Background: an optimization exercise with open tools, aiming at small area, a short achievable clock period and few clock cycles per item. Do not read the settings as production practice.
In this exercise RTL edits were held to simulation tests only and were not proved equivalent to the original.

==> flow/design.v, too long to show whole: its modules and the start of the top module <==
// module rce_vw_check: 30 lines
// module rce_front: 110 lines
// module rce_horner: 861 lines
// module rce_bcd: 180 lines
// module rce_dconv: 12 lines
// module rce_radix_decode: 18 lines
// module rce_radix_encode: 25 lines
// module rce_alu48: 26 lines
// module rce_exec: 116 lines
// module radix_codec_engine: 103 lines
// module rce_core: 38 lines
// module rce_format: 33 lines
module radix_codec_engine (
    input  wire         clk,
    input  wire         rst,
    input  wire         cmd_valid,
    output wire         cmd_ready,
    input  wire [279:0] cmd_word,
    output wire         rsp_valid,
    input  wire         rsp_ready,
    output wire [139:0] rsp_word
);
  // ...
==> flow/flow/run.sh <==
#!/bin/bash
# The standard layout (standard.sh), with two changes:
# - ORFS's area-oriented ABC mapping script is replaced by
#   flow/abc_area.script, which maps with more area recovery;
# - every input and output port still gets its buffer, but a plain
#   sky130_fd_sc_hd__buf_1 rather than the delay buffer buffer_ports picks.
# The synthesis script, the registers and every other step are the standard
# ones. The run's full output goes to standard_flow.log here.
set -euo pipefail
here=$(pwd)
rm -rf "$here/scripts_x"
cp -r "$FLOW_HOME/scripts" "$here/scripts_x"
cp "$here/flow/abc_area.script" "$here/scripts_x/abc_area.script"
bash "$here/standard.sh" SCRIPTS_DIR="$here/scripts_x" \
    "BUFFER_PORTS_ARGS=-buffer_cell sky130_fd_sc_hd__buf_1" finish \
    > "$here/standard_flow.log" 2>&1
==> flow/flow/abc_area.script <==
strash
&get -n
&fraig -x
&put
dc2
balance
rewrite
refactor
balance
rewrite
rewrite -z
balance
refactor -z
rewrite -z
balance
dc2
strash
&get -n
&dch -f
&nf -R 1000 -p -F 8 -A 4
&put
strash
&get -n
&dch -f
&nf -R 1000 -p -F 8 -A 4
&put
strash
&get -n
&dch -f
&nf -R 1000 -p -F 8 -A 4
&put
topo
stime -c
buffer -c
upsize -c
dnsize -c
==> flow/standard.sh <==
#!/bin/bash
# synth_recipe.tcl (not shown) runs the flow's synth.tcl, then flattens the netlist and writes it again
# the make line also repeats each setting of config.mk as NAME=value (left out here)
make -C /OpenROAD-flow-scripts/flow DESIGN_CONFIG=/design/flow/config.mk WORK_HOME=/design/flow/orfs CLKGATE_MAP_FILE= SYNTH_SCRIPT=/design/flow/synth_recipe.tcl "${@:-finish}"
==> flow/config.mk <==
export PLATFORM = sky130hd
export DESIGN_NAME = radix_codec_engine
export DESIGN_NICKNAME = radix_codec_engine
export VERILOG_FILES = /design/flow/design.v
export SDC_FILE = /design/flow/constraint.sdc
export NUM_CORES = 4
export LEC_CHECK = 0
export ABC_AREA = 1
export CAP_MARGIN = 35
export CORE_MARGIN = 2
export CORE_UTILIZATION = 55
export PLACE_DENSITY = 0.65
export SLEW_MARGIN = 35
==> flow/constraint.sdc <==
create_clock -name core_clock -period 100.0 [get_ports {clk}]
set_input_delay 20.0000 -clock core_clock [delete_from_list [all_inputs] [get_ports {clk}]]
set_output_delay 20.0000 -clock core_clock [all_outputs]
set_load 0.01 [all_outputs]
==> out/results.tsv, run 1 <==
metric	value	unit
drv_cap	0	
r2r_start	s_av[31]$_DFF_P_	
final_cell_mix	945 x nand2_1, 781 x nor2_1, 618 x a21oi_1, 570 x o21ai_0, 525 x inv_1	
gp_congestion	1.103	
syn2layout_area_growth	7.681	%
crit_path_start_kind	input pin	
grt_use_met1	0.5739	
cp-end-kind	output pin	
yosysMostFrequentCell	nand2_1	
syn_inst	6412	
wl	217500	µm
critPathCapture	rsp_word[49]	
cts_tree	yes	
clk_pin_slew	0.06	ns
grt.overflow.total	0	
status	no timing/DRC/antenna violations	
final_cells	7735	
synth.area.mux_share	0.03750	
clock_skew	0.03636	ns
die_x	292.2	µm
clk-insertion-delay-late	0.65	ns
die_h	292.2	µm
buffer_area_frac	0.04645	
num_rows	105	
tightest_slew	1.083	ns
dp_cells	7662	
startpoint	rst	
place_area	48110	µm²
synth_warnings	4	
synth.avg_cell_area	7.123	µm²
yosysSeqAreaShare	0.1216	
inverters	534	
holdWs	0.4778	ns
post-route-drc-count	0	
reg2reg_slack	68.20	ns
Testbench counts, summed over its fixed seeds: cycles 48,310, items 24,000.
==> run 2, diff against run 1 <==
--- a/flow/config.mk
+++ b/flow/config.mk
@@ -12,2 +12,4 @@
 export PLACE_DENSITY = 0.65
 export SLEW_MARGIN = 35
+export SYNTH_HIERARCHICAL = 1
+export SYNTH_MINIMUM_KEEP_SIZE = 12000
==> run 2 against run 1 <==
Net effect: highest routed layer unchanged; final area increased by 3.0%; sequential cell count is the same; first-iteration DRC count is 15% higher; wire length is 6.8% higher; critical endpoint is now rsp_word[122]; largest cell class unchanged.
==> out/results.tsv, run 2 <==
metric	value	unit	change
dr.pass1.iters	10		was 14
fin_nets	7785		was 7613
final_common_cell	nand2_1		unchanged
dieArea	88080	µm²	was 85370 µm²
grt.overflow.total	0		unchanged
cts.path.max_buffers	3		unchanged
preCtsSetupSlack	58.48	ns	was 57.32 ns
r2r_start	pend$_SDFF_PP0_		was s_av[31]$_DFF_P_
clock_sinks	214		unchanged
min_to	comp$_SDFF_PN0_		unchanged
slew_headroom	0.2866		was 0.2702
postRouteAntennaNets	0		unchanged
die_x	296.8	µm	was 292.2 µm
status	no timing/DRC/antenna violations		unchanged
gp_congestion	1.158		was 1.103
rsz0062_at_grt	false		unchanged
core-area	85010	µm²	was 82110 µm²
clk-insertion-delay-late	0.66	ns	was 0.65 ns
num_rows	107		was 105
tightest_slew	1.069	ns	was 1.083 ns
start_util	0.5546		was 0.5563
grt_pass1_wl	336200	µm	was 316700 µm
post-route-period-util	0.4155		was 0.4287
antenna_found_initial	46		was 35
top_regs	s_av x64, s_bv x64, rv x48		unchanged
grt_pass1_vias	50500		was 49640
cts_setup_buffers	0		unchanged
root_buffer	clkbuf_16		unchanged
fmax	24.07	MHz	was 23.33 MHz
post-route-drc-count	0		unchanged
syn_inst	6598		was 6412
die_h	296.8	µm	was 292.2 µm
hold_class	reg -> reg		unchanged
crit_path_start_kind	input pin		unchanged
met1Wirelength	79210	µm	was 75690 µm
required	80.00	ns	about the same
reg2reg_slack	68.65	ns	was 68.20 ns
clk_pin_slew	0.07	ns	was 0.06 ns
synth.avg_cell_area	7.146	µm²	was 7.123 µm²
drtIter0Drc	8600		was 7451
post-route-util	0.5961		was 0.5990
avgRoutedWirePerCell	29.08	µm	was 28.11 µm
drv_cap	0		unchanged
hold_viol	0		unchanged
fin_setup_tns	0	ns	unchanged
syn2layout_area_growth	7.492	%	was 7.681%
cts-htree-levels	1		unchanged
min-delay-start	sv$_SDFF_PP0_		unchanged
synth_warnings	10		was 4
grt_max_degree	101		was 95
cts_buffers	27		unchanged
wl_met2	94070	µm	was 92920 µm
grt.total_usage	0.5130		was 0.4980
met3_length	34090	µm	was 27630 µm
vias	53890		was 51990
final-max-slew-violation-count	0		unchanged
final_cells	7984		was 7735
drive_gt1_frac	0.05712		was 0.04877
dp_cells	7898		was 7662
holdPathStages	1		unchanged
wl	232100	µm	was 217500 µm
finalSetupViolations	0		unchanged
final_cell_mix	919 x nand2_1, 770 x nor2_1, 643 x a21oi_1, 545 x o21ai_0, 509 x inv_1		was 945 x nand2_1, 781 x nor2_1, 618 x a21oi_1, 570 x o21ai_0, 525 x inv_1
hpwl	184100	µm	was 174800 µm
cts_tree	yes		unchanged
cts_resized	0		unchanged
clock_skew	0.07931	ns	was 0.03636 ns
ff2ff_path_depth	82		was 167
rr_endpoint	rv[16]$_DFFE_PN_		was rk[0]$_SDFFCE_PN0P_
cts_hold_buf	0		unchanged
viasPerCell	6.750		was 6.721
period_needed	41.55	ns	was 42.87 ns
path_class	in -> out		unchanged
port_buffers	413		unchanged
ioPinCount	426		unchanged
highest_layer	met5		unchanged
arrival	21.55	ns	was 22.87 ns
path_max_fanout	98		was 41
synth_area	47150	µm²	was 45680 µm²
cp-end-kind	output pin		unchanged
setup_slack	58.45	ns	was 57.13 ns
==> run 2: critical path: stages <==
cell,delay [ns]
clkbuf_4,0.47
buf_4,0.74
nor2b_1,0.12
buf_1,0.17
==> run 2: worst max path at each step <==
stage,depth (start not counted),start,endpoint
2_1_floorplan,4,rst,rsp_word[100]
5_1_grt,4,rst,rsp_word[109]
3_5_place_dp,4,rst,rsp_word[122]
4_1_cts,4,rst,rsp_word[122]
6_report,4,rst,rsp_word[122]
3_3_place_gp,4,rst,rsp_word[35]
==> run 2: final cells by class <==
| cell class | instances | area [µm²] |
|---|---|---|
| Clock inverter | 22 | 203.9 |
| Fill cell | 7917 | 34330 |
| Multi-Input combinational cell | 5493 | 38280 |
| Sequential cell | 214 | 5560 |
| Clock buffer | 28 | 679.4 |
| Timing Repair Buffer | 534 | 2497 |
| Inverter | 519 | 1949 |
| Tap cell | 1144 | 1431 |
| Antenna cell | 30 | 75.07 |
==> run 2: per-stage QoR <==
| stage | instance area, µm² | hold slack (ns) |
|---|---|---|
| 2_1_floorplan | 47190 | 0.4567 |
| 3_3_place_gp | 49530 | 0.5115 |
| 3_5_place_dp | 49560 | 0.5220 |
| 4_1_cts | 50440 | 0.5365 |
| 5_1_grt | 50620 | 0.5493 |
| 6_report | 50680 | 0.5356 |
==> run 2: layer usage <==
layer / up-vias / GRT usage
li1: 23290 / -
met1: 24920 / 0.5903
met2: 4335 / 0.7378
met3: 1312 / 0.2139
met4: 30 / 0.4323
met5: - / 0.001623
==> run 3, diff against run 2 <==
--- a/flow/config.mk
+++ b/flow/config.mk
@@ -9,6 +9,5 @@
 export CAP_MARGIN = 35
 export CORE_MARGIN = 2
-export CORE_UTILIZATION = 55
-export PLACE_DENSITY = 0.65
+export CORE_UTILIZATION = 40
 export SLEW_MARGIN = 35
 export SYNTH_HIERARCHICAL = 1
==> run 3 against run 2 <==
Net effect: via count is 4.0% lower; still clean on timing, DRC and antenna; fmax is 0.45% higher; register-to-register slack about the same; worst setup slack gained 0.19 ns.
==> out/results.tsv, run 3 <==
metric	value	unit	change
status	no timing/DRC/antenna violations		unchanged
hold_class	reg -> reg		unchanged
wl	253000	µm	was 232100 µm
synth_area	47150	µm²	unchanged
clk_pin_slew	0.09	ns	was 0.07 ns
required	80.00	ns	about the same
cts_resized	0		unchanged
vias	51750		was 53890
path_max_fanout	106		was 98
core-area	116500	µm²	was 85010 µm²
clock_skew	0.03215	ns	was 0.07931 ns
port_buffers	413		unchanged
root_buffer	clkbuf_16		unchanged
grt_max_degree	107		was 101
rsz0062_at_grt	false		unchanged
fin_setup_tns	0	ns	unchanged
final_common_cell	nand2_1		unchanged
die_h	347.3	µm	was 296.8 µm
antenna_found_initial	33		was 46
cts_setup_buffers	0		unchanged
grt_pass1_vias	48970		was 50500
grt.overflow.total	0		unchanged
path_class	in -> out		unchanged
seqCellArea	5560	µm²	unchanged
cts_buffers	30		was 27
multi_input_comb_area	38280	µm²	about the same
num_rows	125		was 107
clock_sinks	214		unchanged
dieArea	120600	µm²	was 88080 µm²
drv_cap	0		unchanged
hpwl	205600	µm	was 184100 µm
crit_path_start_kind	input pin		unchanged
synth_warnings	10		unchanged
postRouteAntennaNets	0		unchanged
slew_headroom	0.2949		was 0.2866
finalSetupViolations	0		unchanged
clk-insertion-delay-late	0.70	ns	was 0.66 ns
drive_gt1_frac	0.05985		was 0.05712
top_regs	s_av x64, s_bv x64, rv x48		unchanged
ioPinCount	426		unchanged
tightest_slew	1.047	ns	was 1.069 ns
grt.total_usage	0.4083		was 0.5130
start_util	0.4046		was 0.5546
min-delay-start	sv$_SDFF_PP0_		unchanged
drtIter0Drc	5610		was 8600
final_cells	8382		was 7984
cts_hold_buf	0		unchanged
arrival	21.36	ns	was 21.55 ns
dp_cells	8301		was 7898
cts.path.max_buffers	3		unchanged
viasPerCell	6.174		was 6.750
cts-htree-levels	1		unchanged
r2r_start	s_av[32]$_DFF_P_		was pend$_SDFF_PP0_
syn_inst	6598		unchanged
period_needed	41.36	ns	was 41.55 ns
avgRoutedWirePerCell	30.18	µm	was 29.08 µm
final-max-slew-violation-count	0		unchanged
syn2layout_area_growth	9.004	%	was 7.492%
gp_congestion	1.103		was 1.158
post-route-period-util	0.4136		was 0.4155
dr.pass1.iters	6		was 10
post-route-drc-count	0		unchanged
n_fill_cell	12340		was 7917
synth.avg_cell_area	7.146	µm²	unchanged
cts_tree	yes		unchanged
cp-end-kind	output pin		unchanged
grt_pass1_wl	356400	µm	was 336200 µm
hold_viol	0		unchanged
fmax	24.18	MHz	was 24.07 MHz
startpoint	rst		unchanged
die_x	347.3	µm	was 296.8 µm
fin_nets	7806		was 7785
final_cell_mix	918 x nand2_1, 772 x nor2_1, 641 x a21oi_1, 543 x o21ai_0, 508 x inv_1		was 919 x nand2_1, 770 x nor2_1, 643 x a21oi_1, 545 x o21ai_0, 509 x inv_1
-- run 3: stage by stage --
step / worst slack [ns] / area (µm²) / utilization / hold WS [ns]
6_report: 58.64 / 51390 / 0.4411 / 0.5737
2_1_floorplan: 59.37 / 47190 / - / 0.4567
5_1_grt: 58.51 / 51360 / 0.4408 / 0.5665
3_3_place_gp: 58.57 / 50190 / 0.4308 / 0.5373
4_1_cts: 58.43 / 51260 / 0.4400 / 0.5557
3_5_place_dp: 58.43 / 50240 / 0.4311 / 0.5374
-- run 3: final timing paths --
path | endpoint | slack (ns) | cells past startpoint
worst min-delay path | comp$_SDFF_PN0_ | 0.57 | 1
worst min register to register | comp$_SDFF_PN0_ | 0.57 | 1
worst max register to register | rk[0]$_DFFE_PN_ | 68.65 | 150
worst max-delay path | rsp_word[22] | 58.64 | 4
-- run 3: per-layer routing --
metal  wire (µm)  global-route usage
met1       98520              0.4968
met2      105700              0.6116
met3       23830             0.09997
met4       24810              0.3343
met5         140                   0
-- run 3: area by class of cell --
class | count | area share
diodes | 24 | 0.001169
multi-input cells | 5493 | 0.7448
clock buffers | 33 | 0.01551
clock inverters | 23 | 0.004504
flip-flops and latches | 214 | 0.1082
repair buffers | 552 | 0.05079
well taps | 1524 | 0.03710
inverters | 519 | 0.03793
-- run 3: worst max-delay path, stage by stage --
cell and delay (ns):
clkbuf_4 0.35, buf_6 0.64, nor2b_1 0.13, buf_1 0.16
==> run 4, diff against run 3 <==
--- a/flow/config.mk
+++ b/flow/config.mk
@@ -12,3 +12,3 @@
 export SLEW_MARGIN = 35
 export SYNTH_HIERARCHICAL = 1
-export SYNTH_MINIMUM_KEEP_SIZE = 12000
+export SYNTH_MINIMUM_KEEP_SIZE = 9000
==> run 4 against run 3 <==
Net effect: still clean; register-to-register slack better by 0.28 ns; core utilization about the same; synthesized cell count is 3.2% lower; clock skew grew 0.014 ns; global-route usage shrank 2.8 points; highest routed layer unchanged.
==> out/results.tsv, run 4 <==
metric	value	unit	change
syn_inst	6384		was 6598
avgRoutedWirePerCell	28.36	µm	was 30.18 µm
met1Wirelength	95650	µm	was 98520 µm
post-route-drc-count	0		unchanged
arrival	22.55	ns	was 21.36 ns
synth_warnings	10		unchanged
ioPinCount	426		unchanged
cts_setup_buffers	0		unchanged
root_buffer	clkbuf_16		unchanged
num_rows	124		was 125
drtIter0Drc	5970		was 5610
gp_congestion	1.038		was 1.103
die_x	342.6	µm	was 347.3 µm
clk_pin_slew	0.06	ns	was 0.09 ns
cts-htree-levels	1		unchanged
clk-insertion-delay-late	0.65	ns	was 0.70 ns
top_regs	s_av x64, s_bv x64, rv x48		unchanged
final_cell_mix	949 x nand2_1, 763 x nor2_1, 612 x a21oi_1, 519 x o21ai_0, 499 x inv_1		was 918 x nand2_1, 772 x nor2_1, 641 x a21oi_1, 543 x o21ai_0, 508 x inv_1
grt_max_degree	87		was 107
seqCellArea	5560	µm²	unchanged
final-max-slew-violation-count	0		unchanged
finalSetupViolations	0		unchanged
fmax	23.50	MHz	was 24.18 MHz
hold_class	reg -> reg		unchanged
crit_path_start_kind	input pin		unchanged
synth.avg_cell_area	7.185	µm²	was 7.146 µm²
viasPerCell	6.139		was 6.174
highest_layer	met5		unchanged
grt_pass1_vias	46140		was 48970
cp-end-kind	output pin		unchanged
antenna_found_initial	25		was 33
ff2ff_path_depth	80		was 150
start_util	0.4023		was 0.4046
met3_length	24740	µm	was 23830 µm
grt.total_usage	0.3803		was 0.4083
holdPathStages	1		unchanged
clock_skew	0.04621	ns	was 0.03215 ns
synth_area	45870	µm²	was 47150 µm²
cts_tree	yes		unchanged
drive_gt1_frac	0.05678		was 0.05985
setup_slack	57.45	ns	was 58.64 ns
postRouteAntennaNets	0		unchanged
vias	50260		was 51750
grt.overflow.total	0		unchanged
preCtsSetupSlack	57.48	ns	was 58.43 ns
dr.pass1.iters	6		unchanged
core-area	114000	µm²	was 116500 µm²
rsz0062_at_grt	false		unchanged
port_buffers	413		unchanged
clock_sinks	214		unchanged
path_max_fanout	12		was 106
fin_nets	7626		was 7806
fin_setup_tns	0	ns	unchanged
post-route-period-util	0.4255		was 0.4136
tightest_slew	1.094	ns	was 1.047 ns
multi_input_comb_area	37260	µm²	was 38280 µm²
required	80.00	ns	about the same
dieArea	117400	µm²	was 120600 µm²
place_area	49160	µm²	was 50240 µm²
wl	232200	µm	was 253000 µm
cts_hold_buf	0		unchanged
status	no timing/DRC/antenna violations		unchanged
grt_pass1_wl	325300	µm	was 356400 µm
cts.path.max_buffers	3		unchanged
wl_met2	98770	µm	was 105700 µm
slew_headroom	0.2709		was 0.2949
hold_viol	0		unchanged
hpwl	189700	µm	was 205600 µm
n_fill_cell	12100		was 12340
drv_cap	0		unchanged
syn2layout_area_growth	9.577	%	was 9.004%
cts_resized	0		unchanged
final_area	50260	µm²	was 51390 µm²
final_common_cell	nand2_1		unchanged
die_h	342.6	µm	was 347.3 µm
path_class	in -> out		unchanged
post-route-util	0.4408		was 0.4411
cts_buffers	30		unchanged
period_needed	42.55	ns	was 41.36 ns
-- run 4: cell types whose count changed in the layout (fill, tap and decap cells not counted), moves of 20 or more --
cell     before  now
a21o_1       39   19
a21oi_1     641  612
nand2_1     918  949
nor2b_1     234   92
o21ai_0     543  519
o21ai_1      42   80
-- run 4: cell type report --
cell class	instances	share of cell area
diodes	17	0.0008463
clock buffers	36	0.01623
clock inverters	20	0.003186
inverters	513	0.03836
multi-input cells	5325	0.7413
flip-flops and latches	214	0.1106
well taps	1512	0.03764
repair buffers	549	0.05180
-- run 4: per-stage QoR --
step / cells / hold slack, ns
2_1_floorplan: 6395 / 0.4204
3_3_place_gp: 8108 / 0.4574
3_5_place_dp: 8109 / 0.4631
4_1_cts: 8165 / 0.4866
5_1_grt: 8175 / 0.4946
6_report: 8186 / 0.4922
-- run 4: final timing paths --
| kind | to | slack, ns | start |
|---|---|---|---|
| worst min-delay path | comp$_SDFF_PN0_ | 0.49 | sv$_SDFF_PP0_ |
| worst min register to register | comp$_SDFF_PN0_ | 0.49 | sv$_SDFF_PP0_ |
| worst max-delay path | rsp_word[73] | 57.45 | rst |
| worst max register to register | rv[16]$_DFFE_PP_ | 68.93 | s_at$_DFF_P_ |
-- run 4: metal layers --
metal,GRT usage,vias to the layer above
met1,0.5141,24140
li1,-,22790
met3,0.09536,539
met2,0.5672,2767
met5,0,-
met4,0.1782,26
-- run 4: worst max-delay path, stage by stage --
cell and delay [ns]:
buf_1 0.13, nor2_1 0.44, and3_1 0.54, nand2_1 0.27, inv_2 0.20, a21oi_1 0.12
or3_1 0.46, o22ai_1 0.20, buf_1 0.18
==> module radix_codec_engine, before the edit <==
module radix_codec_engine (
    input  wire         clk,
    input  wire         rst,
    input  wire         cmd_valid,
    output wire         cmd_ready,
    input  wire [279:0] cmd_word,
    output wire         rsp_valid,
    input  wire         rsp_ready,
    output wire [139:0] rsp_word
);
    reg          busy;       
    reg          comp;       
    reg          pend;       
    reg          sv;         
    reg  [1:0]   rk;
    reg          rs;
    reg  [47:0]  rv;
    reg  [3:0]   s_op;
    reg  [1:0]   s_rin, s_rout;
    reg          s_wf, s_cerr, s_dok;
    reg  [7:0]   s_code;
    reg  [63:0]  s_av, s_bv;
    reg  [4:0]   s_la, s_lb;
    reg          s_at, s_ai, s_na, s_bt, s_bi, s_nb;
    wire [3:0]   f_op;
    wire [1:0]   f_rin, f_rout;
    wire         f_wf, f_cerr, f_dok;
    wire [7:0]   f_code;
    wire [63:0]  f_av, f_bv;
    wire [4:0]   f_la, f_lb;
    wire         f_at, f_ai, f_na, f_bt, f_bi, f_nb;
    wire [1:0]   nk;
    wire         ns;
    wire [47:0]  nv;
    wire         need2;
    wire [139:0] rw;
    rce_core u_core (.cw(cmd_word), .pend(pend), .vld(busy && !comp && !pend),
                     .s_op(s_op), .s_rin(s_rin), .s_rout(s_rout), .s_wf(s_wf),
                     .s_cerr(s_cerr), .s_code(s_code), .s_dok(s_dok),
                     .s_av(s_av), .s_la(s_la), .s_at(s_at), .s_ai(s_ai), .s_na(s_na),
                     .s_bv(s_bv), .s_lb(s_lb), .s_bt(s_bt), .s_bi(s_bi), .s_nb(s_nb),
                     .rk(rk), .rs(rs), .rv(rv),
                     .f_op(f_op), .f_rin(f_rin), .f_rout(f_rout), .f_wf(f_wf),
                     .f_cerr(f_cerr), .f_code(f_code), .f_dok(f_dok),
                     .f_av(f_av), .f_la(f_la), .f_at(f_at), .f_ai(f_ai), .f_na(f_na),
                     .f_bv(f_bv), .f_lb(f_lb), .f_bt(f_bt), .f_bi(f_bi), .f_nb(f_nb),
                     .need2(need2), .nk(nk), .ns(ns), .nv(nv), .rw(rw));
    assign cmd_ready = !busy && !rst;
    assign rsp_valid = busy && !comp && !pend && !rst;
    wire step1 = (!busy && sv) || comp;
    wire hold  = step1 && need2;
    always @(posedge clk) begin
        if (rst) begin
            busy <= 1'b0;
            comp <= 1'b0;
            pend <= 1'b0;
            sv   <= 1'b0;
        end else begin
            if (!busy) begin
                busy <= cmd_valid;
                comp <= cmd_valid && !sv;
                pend <= cmd_valid && sv && need2;
            end else if (comp) begin
                comp <= 1'b0;
                pend <= need2;
            end else if (pend) begin
                pend <= 1'b0;
            end else if (rsp_ready) begin
                busy <= 1'b0;
            end
            sv <= cmd_valid && busy && !hold;
        end
    end
    always @(posedge clk)
        if (!busy || comp || pend) begin
            rk <= nk;
            rs <= ns;
            rv <= nv;
        end
    always @(posedge clk) begin
        s_rin  <= f_rin;
        s_wf   <= f_wf;
        s_cerr <= f_cerr;
        s_code <= f_code;
        s_dok  <= f_dok;
        s_av   <= f_av;
        s_la   <= f_la;
        s_at   <= f_at;
        s_ai   <= f_ai;
        s_bt   <= f_bt;
        s_bi   <= f_bi;
    end
    always @(posedge clk)
        if (!hold) begin
            s_op   <= f_op;
            s_rout <= f_rout;
            s_na   <= f_na;
            s_bv   <= f_bv;
            s_lb   <= f_lb;
            s_nb   <= f_nb;
        end
    assign rsp_word = rst ? 140'd0 : rw;
endmodule
==> module rce_core, before the edit <==
module rce_core (
    input  wire [279:0] cw,
    input  wire         pend,
    input  wire         vld,
    input  wire [3:0]   s_op,
    input  wire [1:0]   s_rin, s_rout,
    input  wire         s_wf, s_cerr, s_dok,
    input  wire [7:0]   s_code,
    input  wire [63:0]  s_av, s_bv,
    input  wire [4:0]   s_la, s_lb,
    input  wire         s_at, s_ai, s_na, s_bt, s_bi, s_nb,
    input  wire [1:0]   rk,
    input  wire         rs,
    input  wire [47:0]  rv,
    output wire [3:0]   f_op,
    output wire [1:0]   f_rin, f_rout,
    output wire         f_wf, f_cerr, f_dok,
    output wire [7:0]   f_code,
    output wire [63:0]  f_av, f_bv,
    output wire [4:0]   f_la, f_lb,
    output wire         f_at, f_ai, f_na, f_bt, f_bi, f_nb,
    output wire         need2,
    output wire [1:0]   nk,
    output wire         ns,
    output wire [47:0]  nv,
    output wire [139:0] rw
);
    rce_front u_front (.cw(cw), .op(f_op), .rin(f_rin), .rout(f_rout),
                       .wf(f_wf), .cerr(f_cerr), .code(f_code), .dok(f_dok),
                       .av(f_av), .la(f_la), .at(f_at), .ai(f_ai), .na(f_na),
                       .bv(f_bv), .lb(f_lb), .bt(f_bt), .bi(f_bi), .nb(f_nb));
    rce_exec u_exec (.pend(pend), .op(s_op), .rin(s_rin), .rout(s_rout),
                     .wf(s_wf), .cerr(s_cerr), .code(s_code), .dok(s_dok),
                     .av(s_av), .la(s_la), .at(s_at), .ai(s_ai), .na(s_na),
                     .bv(s_bv), .lb(s_lb), .bt(s_bt), .bi(s_bi), .nb(s_nb),
                     .r_v(rv), .r_s(rs), .need2(need2), .k(nk), .s(ns), .v(nv));
    rce_format u_fmt (.vld(vld), .k(rk), .s(rs), .v(rv), .rw(rw));
endmodule
==> module rce_format, before the edit <==
module rce_format (
    input  wire         vld,
    input  wire [1:0]   k,
    input  wire         s,
    input  wire [47:0]  v,
    output wire [139:0] rw
);
    wire k_ill = vld & (k == 2'd0);
    wire k_err = vld & (k == 2'd1);
    wire k_int = vld & (k == 2'd2);
    wire k_txt = vld & (k == 2'd3);
    wire [3:0]  sl = v[43:40];
    wire [3:0]  sh = 4'd10 - sl;
    wire [39:0] cd = v[39:0] << {sh, 2'b00};
    wire [79:0] chars;
    genvar i;
    generate
        for (i = 0; i < 10; i = i + 1) begin : g
            wire [3:0] d  = cd[39-4*i -: 4];
            wire       on = k_txt & (sl > i);
            wire       lo = (d <= 4'd9);
            assign chars[79-8*i -: 8] = on ? {1'b0, ~lo, lo, lo, (lo ? d : (d - 4'd9))} : 8'd0;
        end
    endgenerate
    assign rw[139:137] = 3'd0;
    assign rw[136]     = k_ill;
    assign rw[135:133] = {k_err | k_txt, k_int, k_err};
    assign rw[132:128] = k_txt ? {1'b0, sl} : 5'd0;
    assign rw[127:64]  = chars[79:16];
    assign rw[63:48]   = chars[15:0] | {16{k_int & s}};
    assign rw[47:8]    = k_int ? v[47:8] : 40'd0;
    assign rw[7:0]     = (k_int | k_err) ? v[7:0] : 8'd0;
endmodule
==> run 5, diff against run 4 <==
--- a/flow/design.v
+++ b/flow/design.v
@@ -1391,5 +1391,6 @@
     reg          pend;       
     reg          sv;         
-    reg  [1:0]   rk;
+    reg          ok;         
+    reg  [3:0]   rk;         
     reg          rs;
     reg  [47:0]  rv;
@@ -1413,5 +1414,5 @@
     wire         need2;
     wire [139:0] rw;
-    rce_core u_core (.cw(cmd_word), .pend(pend), .vld(busy && !comp && !pend),
+    rce_core u_core (.cw(cmd_word), .pend(pend), .vld(ok),
                      .s_op(s_op), .s_rin(s_rin), .s_rout(s_rout), .s_wf(s_wf),
                      .s_cerr(s_cerr), .s_code(s_code), .s_dok(s_dok),
@@ -1425,5 +1426,5 @@
                      .need2(need2), .nk(nk), .ns(ns), .nv(nv), .rw(rw));
     assign cmd_ready = !busy && !rst;
-    assign rsp_valid = busy && !comp && !pend && !rst;
+    assign rsp_valid = ok && !rst;
     wire step1 = (!busy && sv) || comp;
     wire hold  = step1 && need2;
@@ -1434,4 +1435,5 @@
             pend <= 1'b0;
             sv   <= 1'b0;
+            ok   <= 1'b0;
         end else begin
             if (!busy) begin
@@ -1439,11 +1441,15 @@
                 comp <= cmd_valid && !sv;
                 pend <= cmd_valid && sv && need2;
+                ok   <= cmd_valid && sv && !need2;
             end else if (comp) begin
                 comp <= 1'b0;
                 pend <= need2;
+                ok   <= !need2;
             end else if (pend) begin
                 pend <= 1'b0;
+                ok   <= 1'b1;
             end else if (rsp_ready) begin
                 busy <= 1'b0;
+                ok   <= 1'b0;
             end
             sv <= cmd_valid && busy && !hold;
@@ -1452,5 +1458,5 @@
     always @(posedge clk)
         if (!busy || comp || pend) begin
-            rk <= nk;
+            rk <= {nk == 2'd3, nk == 2'd2, nk == 2'd1, nk == 2'd0};
             rs <= ns;
             rv <= nv;
@@ -1491,5 +1497,5 @@
     input  wire [4:0]   s_la, s_lb,
     input  wire         s_at, s_ai, s_na, s_bt, s_bi, s_nb,
-    input  wire [1:0]   rk,
+    input  wire [3:0]   rk,
     input  wire         rs,
     input  wire [47:0]  rv,
@@ -1520,13 +1526,13 @@
 module rce_format (
     input  wire         vld,
-    input  wire [1:0]   k,
+    input  wire [3:0]   k,          
     input  wire         s,
     input  wire [47:0]  v,
     output wire [139:0] rw
 );
-    wire k_ill = vld & (k == 2'd0);
-    wire k_err = vld & (k == 2'd1);
-    wire k_int = vld & (k == 2'd2);
-    wire k_txt = vld & (k == 2'd3);
+    wire k_ill = vld & k[0];
+    wire k_err = vld & k[1];
+    wire k_int = vld & k[2];
+    wire k_txt = vld & k[3];
     wire [3:0]  sl = v[43:40];
     wire [3:0]  sh = 4'd10 - sl;
--- a/flow/config.mk
+++ b/flow/config.mk
@@ -11,4 +11,2 @@
 export CORE_UTILIZATION = 40
 export SLEW_MARGIN = 35
-export SYNTH_HIERARCHICAL = 1
-export SYNTH_MINIMUM_KEEP_SIZE = 9000
==> run 5 against run 4 <==
Net effect: register-to-register slack worse by 0.16 ns; still clean on timing, DRC and antenna; sequential cell count up 3; critical endpoint unchanged; fmax down 1.0%.
==> out/results.tsv, run 5 <==
metric	value	unit	change
critical-path-top-delay-family	simple AND/OR/NAND/NOR gates		unchanged
yosysSeqAreaShare	0.1224		
antenna_found_initial	17		was 25
grt_max_degree	83		was 87
fin_setup_tns	0	ns	unchanged
hold_class	reg -> reg		unchanged
clk-insertion-delay-late	0.65	ns	about the same
met1Wirelength	95500	µm	was 95650 µm
gp_congestion	1.094		was 1.038
grt.overflow.total	0		unchanged
cts_tree	yes		unchanged
cts_setup_buffers	0		unchanged
synth_warnings	4		was 10
synth_common_cells	927 x nand2_1, 750 x nor2_1, 592 x a21oi_1		
reg2reg_slack	68.77	ns	was 68.93 ns
start_util	0.4031		was 0.4023
synth_ff_type	edfxtp_1		
synth_top_area_cell	fa_1		
path_class	in -> out		unchanged
port_buffers	413		unchanged
clock_sinks	217		was 214
dr.pass1.iters	8		was 6
cts.path.max_buffers	3		unchanged
drive_gt1_frac	0.06128		was 0.05678
period_needed	42.98	ns	was 42.55 ns
met3_length	22660	µm	was 24740 µm
path_max_fanout	28		was 12
viasPerCell	6.217		was 6.139
top_regs	s_av x64, s_bv x64, rv x48		unchanged
post-route-period-util	0.4298		was 0.4255
status	no timing/DRC/antenna violations		unchanged
clk_pin_slew	0.05	ns	was 0.06 ns
synth_cell_types	107		
drv_cap	0		unchanged
n_fill_cell	12020		was 12100
post-route-drc-count	0		unchanged
synth_top_cell_area_share	0.1496		
grt_pass1_wl	350300	µm	was 325300 µm
vias	50860		was 50260
dieArea	117800	µm²	was 117400 µm²
cts_buffers	30		unchanged
grt_pass1_vias	47890		was 46140
syn2layout_area_growth	9.725	%	was 9.577%
cts-htree-levels	1		unchanged
slowest_delay	0.48	ns	was 0.54 ns
final_cell_mix	922 x nand2_1, 746 x nor2_1, 585 x a21oi_1, 543 x o21ai_0, 513 x inv_1		was 949 x nand2_1, 763 x nor2_1, 612 x a21oi_1, 519 x o21ai_0, 499 x inv_1
ff2ff_path_depth	78		was 80
finalSetupViolations	0		unchanged
synth.avg_cell_area	7.227	µm²	was 7.185 µm²
postRouteAntennaNets	0		unchanged
holdPathStages	1		unchanged
fmax	23.27	MHz	was 23.50 MHz
cts_hold_buf	0		unchanged
crit_path_start_kind	input pin		unchanged
min-delay-start	sv$_SDFF_PP0_		unchanged
highest_layer	met5		unchanged
preCtsSetupSlack	57.11	ns	was 57.48 ns
rr_endpoint	rk[2]$_DFFE_PP_		was rv[16]$_DFFE_PP_
path_buf_inv	3		unchanged
wl	249100	µm	was 232200 µm
hold_viol	0		unchanged
cts_resized	0		unchanged
core-area	114200	µm²	was 114000 µm²
yosysMostFrequentCell	nand2_1		
ioPinCount	426		unchanged
required	80.00	ns	about the same
hpwl	205100	µm	was 189700 µm
root_buffer	clkbuf_16		unchanged
final_common_cell	nand2_1		unchanged
die_h	343.2	µm	was 342.6 µm
async_reset_ff_frac	0		
holdWs	0.4775	ns	was 0.4922 ns
tightest_slew	1.051	ns	was 1.094 ns
wl_met2	105100	µm	was 98770 µm
clock_skew	0.01835	ns	was 0.04621 ns
num_rows	124		unchanged
synth_edf_count	129		
synth_area	46040	µm²	was 45870 µm²
yosys_register_bits	217		
die_x	343.2	µm	was 342.6 µm
final-max-slew-violation-count	0		unchanged
avgRoutedWirePerCell	30.45	µm	was 28.36 µm
min_to	comp$_SDFF_PN0_		unchanged
setup_slack	57.02	ns	was 57.45 ns
r2r_start	pend$_SDFF_PP0_		was s_at$_DFF_P_
crit_slowest_cell	nor2b_4		was and3_1
synthTopCellsByArea	fa_1 15%, ha_1 9.8%, edfxtp_1 8.4%, nand2_1 7.6%, a21oi_1 6.4%		
fin_nets	7624		was 7626
drtIter0Drc	6459		was 5970
cp-end-kind	output pin		unchanged
worstPathCellList	buf_1 > nor2b_4 > buf_16 > and2_1 > nand2_1 > o21ai_1 > nand2_1 > a21oi_1 > nand3_1 > o31ai_1 > buf_1		was buf_1 > nor2_1 > and3_1 > nand2_1 > inv_2 > a21oi_1 > or3_1 > o22ai_1 > buf_1
slew_headroom	0.2795		was 0.2709
syn_inst	6370		was 6384
grt.total_usage	0.4132		was 0.3803
arrival	22.98	ns	was 22.55 ns
rsz0062_at_grt	false		unchanged
-- run 5: cell count changes in the layout (fill, tap and decap cells not counted), sizes merged, moves of 18 or more --
cell | previous run | this run
mux2i | 114 | 132
o22ai | 72 | 90
nand2 | 952 | 927
and3 | 28 | 70
nor2b | 95 | 55
a21oi | 621 | 598
xnor2 | 200 | 182
-- run 5: per-layer routing --
metal	global-route usage	vias up
met5	0	-
met4	0.3430	20
met3	0.08488	827
met2	0.6279	3072
met1	0.5046	24110
li1	-	22830
-- run 5: final cells by class --
class                   count  area [µm²]  area share
multi-input cells        5309       37240      0.7373
repair buffers            558        2716     0.05378
inverters                 518        1944     0.03849
clock buffers              44       852.1     0.01687
clock inverters            12       195.2    0.003864
diodes                     11       27.53   0.0005449
well taps                1512        1892     0.03745
flip-flops and latches    217        5640      0.1117
-- run 5: logic make-up (layout without fill, tap and decap cells) --
kind of cell	Yosys count	count (layout)	share of synthesized area
and+or+nand+nor	2284	2284	0.2165
AOI/OAI and AO/OA	1905	1905	0.2528
buffers and inverters	855	1132	0.07607
adders and majority gates	706	706	0.2480
xor gates and xnor gates	226	226	0.04300
DFF	217	217	0.1224
muxes	176	176	0.04118
other	1	23	0.00008146
-- run 5: worst max path at each step --
| stage | start | endpoint | slack (ns) | cells past startpoint |
|---|---|---|---|---|
| floorplan | rst | rsp_word[74] | 58.27 | 6 |
| global placement | rst | rsp_word[73] | 56.67 | 9 |
| detailed placement | rst | rsp_word[73] | 57.11 | 11 |
| CTS | rst | rsp_word[73] | 57.10 | 11 |
| global route | rst | rsp_word[73] | 56.87 | 11 |
| finish | rst | rsp_word[73] | 57.02 | 11 |
-- run 5: per-stage QoR --
step	util	area (µm²)	std cells
2_1_floorplan	-	46080	6381
3_3_place_gp	0.4311	49230	8108
3_5_place_dp	0.4320	49330	8111
4_1_cts	0.4412	50380	8167
5_1_grt	0.4422	50490	8174
6_report	0.4424	50510	8181
Testbench counts of run 5, summed over its fixed seeds: cycles 48,310, items 24,000.

[afterwards: timing with drivers on the ports]
Ports are ideal in the flow. The routed layouts listed here were re-timed in OpenROAD.
Step 1, drivers: a clkbuf_16 drives clk and a buf_2 each remaining input, both assumed.
Step 2, shift: input delay + t, output delay - t, t = (earliest + latest rising clock arrival at the registers) / 2. This alone moves slack from input paths to output paths.
Slacks: ideal / step 1 / step 2; pairs: ideal / step 1.
run | shift t [ns] | slack for setup (ns) | clock arrival spread, ns | worst register clock-pin slew, ns
run 1 | 0.712 | 57.130 / 57.101 / 57.101 | 0.036 / 0.036 | 0.09 / 0.09
run 2 | 0.706 | 58.455 / 58.427 / 58.427 | 0.080 / 0.079 | 0.08 / 0.08
run 3 | 0.758 | 58.640 / 58.614 / 58.614 | 0.032 / 0.032 | 0.09 / 0.09
run 4 | 0.706 | 57.448 / 57.427 / 57.427 | 0.047 / 0.047 | 0.08 / 0.08
run 5 | 0.713 | 57.020 / 56.998 / 56.998 | 0.018 / 0.018 | 0.07 / 0.07
After both steps every run listed still meets setup and hold. For run 1, which loses most, drivers alone change the setup slack by -0.029 ns; drivers and shift together by -0.029 ns.
